This design comes from an exercise in tuning for small area, a short achievable clock period and few clock cycles per item on the open sky130 flow, not from production work.
In this exercise RTL edits were held to simulation tests only and were not proved equivalent to the original.
Power is estimated from default activity; no workload was simulated.

// si4464_rf_encoder
module si4464_rf_encoder #(
    parameter [31:0] FREQ_MIN_HZ    = 32'd400000000,
    parameter [31:0] FREQ_MAX_HZ    = 32'd406000000,
    parameter [31:0] BAND_MID_HZ    = 32'd403000000,
    parameter [7:0]  INT_LOW        = 8'd61,
    parameter [7:0]  INT_HIGH       = 8'd62,
    parameter [31:0] REF_DIVISOR_HZ = 32'd6500000,
    parameter [31:0] XTAL_FREQ_HZ   = 32'd26000000
) (
    input  wire        clk,
    input  wire        rst,         
    input  wire        in_valid,
    output wire        in_ready,
    input  wire [63:0] in_word,     
    input  wire [31:0] in_rb,       
    output reg         out_valid,
    input  wire        out_ready,
    output wire [3:0]  out_status,  
    output wire [2:0]  out_len,     
    output wire [39:0] out_data     
);
    wire [7:0]  opc     = in_word[63:56];
    wire        is_freq = (opc == 8'h11);
    wire        is_dr   = (opc == 8'h12) && (in_word[55:16] == 40'd0);
    wire [31:0] freq_hz = in_word[31:0];
    wire        hi_ok   = (freq_hz[31:28] == 4'd1) &&
                          (freq_hz[27] ? (freq_hz[26:22] == 5'd0) : (freq_hz[26:22] == 5'd31));
    wire [1:0]  osr_sel  = in_rb[27:26];
    wire [25:0] nco_mode = in_rb[25:0];
    wire        q_nz = (nco_mode >= 26'd26000000);     
    wire        q2   = (nco_mode >= 26'd52000000);     
    reg  [1:0]  t_in;
    always @(*) begin
        case (osr_sel)
            2'd1:    t_in = q2 ? 2'd3 : 2'd2;
            2'd2:    t_in = q2 ? 2'd2 : 2'd1;
            default: t_in = q2 ? 2'd1 : 2'd0;
        endcase
    end
    wire [23:0] adj_in = opc[1] ? {21'd0, q_nz, t_in} : in_word[55:32];
    reg         s1_valid;
    reg         s1_freq, s1_dr, s1_hi;
    reg  [21:0] s1_x;
    reg         s1_f27;
    reg  [23:0] s1_adj;
    wire [21:0] x   = s1_x;
    wire [21:0] xn  = ~x;
    wire        f27 = s1_f27;
    wire        s1_band = s1_hi && (s1_f27 ? (s1_x <= 22'd3346816) : (s1_x >= 22'd1541120));
    wire        low = !s1_f27 || (s1_x < 22'd346816);
    wire [23:0] adj = s1_adj;
    wire [15:0] bps   = s1_x[15:0];
    wire [1:0]  t     = s1_adj[1:0];
    wire [18:0] bps_t = {3'd0, bps} << t;
  ...
For scale: ~820 cells after synthesis, about 110 flip-flops, roughly 0.010 sq mm of cells after synthesis.
clock: 70.0 ns
lec_check: 0
cap_margin: 20
core_margin: 2
core_utilization: 40
place_density: 0.6
slew_margin: 20
synth_hierarchical: 1
standard.sh (not shown) runs the stock make flow with config.mk's settings and CLKGATE_MAP_FILE= SYNTH_SCRIPT=/design/flow/synth_recipe.tcl, a recipe that flattens the netlist after the stock synthesis.
==> flow/flow/run.sh <==
#!/bin/bash
# The standard layout: the standard.sh runs every ORFS step from
# synthesis to finish (its output is in standard.log, each tool's own log in
# orfs/logs/). Two settings differ from the defaults:
#  - the buffer ORFS puts on every input and output port is buf_1, the
#    smallest buffer, instead of clkdlybuf4s50_1;
#  - clock tree synthesis uses clkbuf_8 below a clkbuf_16 root and inserts
#    no dummy loads.
set -euo pipefail
export BUFFER_PORTS_ARGS="-buffer_cell sky130_fd_sc_hd__buf_1"
export CTS_ARGS="-sink_clustering_enable -repair_clock_nets -dont_use_dummy_load -buf_list sky130_fd_sc_hd__clkbuf_4 -root_buf sky130_fd_sc_hd__clkbuf_16"
bash standard.sh > standard.log 2>&1
The first run ran to the end with no violations.
Testbench counts at the start, summed over its fixed seeds: cycles 16,016, items 16,000.
Rerun with:
--- a/flow/flow/run.sh
+++ b/flow/flow/run.sh
@@ -9,4 +9,4 @@
 set -euo pipefail
 export BUFFER_PORTS_ARGS="-buffer_cell sky130_fd_sc_hd__buf_1"
-export CTS_ARGS="-sink_clustering_enable -repair_clock_nets -dont_use_dummy_load -buf_list sky130_fd_sc_hd__clkbuf_4 -root_buf sky130_fd_sc_hd__clkbuf_16"
+export CTS_ARGS="-sink_clustering_enable -repair_clock_nets -dont_use_dummy_load -buf_list sky130_fd_sc_hd__clkbuf_8 -root_buf sky130_fd_sc_hd__clkbuf_16"
 bash standard.sh > standard.log 2>&1
Settings changed: GPL_TIMING_DRIVEN set to 0.
What happened: Synthesized area does not change. Global-route usage grows by 0.61 points. Hold slack stays flat. Worst setup slack got worse by 0.15 ns.
Rerun with:
--- a/flow/flow/run.sh
+++ b/flow/flow/run.sh
@@ -9,4 +9,4 @@
 set -euo pipefail
 export BUFFER_PORTS_ARGS="-buffer_cell sky130_fd_sc_hd__buf_1"
-export CTS_ARGS="-sink_clustering_enable -repair_clock_nets -dont_use_dummy_load -buf_list sky130_fd_sc_hd__clkbuf_8 -root_buf sky130_fd_sc_hd__clkbuf_16"
+export CTS_ARGS="-sink_clustering_enable -repair_clock_nets -dont_use_dummy_load -buf_list sky130_fd_sc_hd__clkbuf_4 -sink_buffer_max_cap_derate 0.5 -root_buf sky130_fd_sc_hd__clkbuf_16"
 bash standard.sh > standard.log 2>&1
Settings changed: GPL_TIMING_DRIVEN 0 to unset.
Final area decreases by 1.7%.
Utilization came out lower by 0.78 points.
Clock-buffer cell count is unchanged.
Sequential share of layout area climbs by 0.46 points.
Wire length is lower by about 3.7%.
Setup slack improved by 0.15 ns.
Via count fell by about 1.5%.
Worst hold slack barely changes.
Cell count went down by 1.2%.
Global-route usage falls by 0.61 points.
Power is lower by 3.8%.
Rerun with:
--- a/flow/flow/run.sh
+++ b/flow/flow/run.sh
@@ -9,4 +9,4 @@
 set -euo pipefail
 export BUFFER_PORTS_ARGS="-buffer_cell sky130_fd_sc_hd__buf_1"
-export CTS_ARGS="-sink_clustering_enable -repair_clock_nets -dont_use_dummy_load -buf_list sky130_fd_sc_hd__clkbuf_4 -sink_buffer_max_cap_derate 0.5 -root_buf sky130_fd_sc_hd__clkbuf_16"
+export CTS_ARGS="-sink_clustering_enable -repair_clock_nets -dont_use_dummy_load -buf_list sky130_fd_sc_hd__clkbuf_8 -root_buf sky130_fd_sc_hd__clkbuf_8"
 bash standard.sh > standard.log 2>&1
Outcome: The new run finished with timing, DRC and antenna clean. Global-route usage is about the same. Routed wire length increases by about 0.45%. Design area increases by 0.77%. Via count stays flat. Synthesized cell count does not change. Utilization climbs by 0.34 points. Clock power rose by 29%.
Rerun with:
--- a/flow/flow/run.sh
+++ b/flow/flow/run.sh
@@ -9,4 +9,4 @@
 set -euo pipefail
 export BUFFER_PORTS_ARGS="-buffer_cell sky130_fd_sc_hd__buf_1"
-export CTS_ARGS="-sink_clustering_enable -repair_clock_nets -dont_use_dummy_load -buf_list sky130_fd_sc_hd__clkbuf_8 -root_buf sky130_fd_sc_hd__clkbuf_8"
+export CTS_ARGS="-sink_clustering_enable -repair_clock_nets -dont_use_dummy_load -buf_list sky130_fd_sc_hd__clkbuf_8 -root_buf sky130_fd_sc_hd__clkbuf_16"
 bash standard.sh > standard.log 2>&1
Settings changed: CORE_UTILIZATION 40 to 60, PLACE_DENSITY 0.6 to 0.75.
Clock power is about the same.
Hold slack gets better by 0.0086 ns.
Sequential share of layout area is higher by 0.27 points.
Wire length goes down by a few percent.
Worst setup slack is better by 0.11 ns.
Rerun with:
Settings changed: CORE_UTILIZATION 60 to 40, GPL_ROUTABILITY_DRIVEN set to 0, GPL_TIMING_DRIVEN set to 0, PLACE_DENSITY 0.75 to 0.6.
What happened: Register-to-register slack gets better by 0.09 ns. Routed wire length climbs by 9.2%. Fmax fell by 1.3%. Synthesized area is unchanged. Utilization went down by 22 points. Combinational power is higher by about 3%. Sequential share of layout area went down by 0.53 points. Setup slack gets worse by 0.20 ns. Design area goes up by 2.0%. Final cell count climbs by 11%. Global-route usage came out lower by 8.3 points.

-- static timing again, ports no longer ideal --
In the flow no input, the clock included, has a driving cell. The finished layouts below were timed again as built, in two steps. Step 1 sets driving cells, clkbuf_16 on the clock port and buf_2 on the other inputs (assumed; they add their load-dependent delay and slew). Step 2 moves the port delays by t, midway between the first and last clock arrival at a register: inputs arrive t later, outputs are due t later. That takes back most of the time a late clock gives input paths. a / b / c = ideal / step 1 / step 2; a / b = the first two.
run | t, ns | setup WS [ns] | slew at the worst register clock pin (ns) | cell pins on the clock port's net
the first run | 0.395 | 54.604 / 54.555 / 54.330 | 0.12 / 0.12 | 1
the second run | 0.400 | 54.454 / 54.408 / 54.326 | 0.08 / 0.08 | 1
the third run | 0.395 | 54.604 / 54.555 / 54.330 | 0.12 / 0.12 | 1
the fourth run | 0.466 | 54.540 / 54.499 / 54.331 | 0.08 / 0.08 | 1
the fifth run | 0.393 | 54.652 / 54.606 / 54.372 | 0.07 / 0.07 | 1
the sixth run | 0.400 | 54.454 / 54.408 / 54.326 | 0.08 / 0.08 | 1
After both steps setup and hold are still met in every run listed. For the fifth run, which loses most, drivers alone change the setup slack by -0.046 ns; drivers and shift together by -0.280 ns.
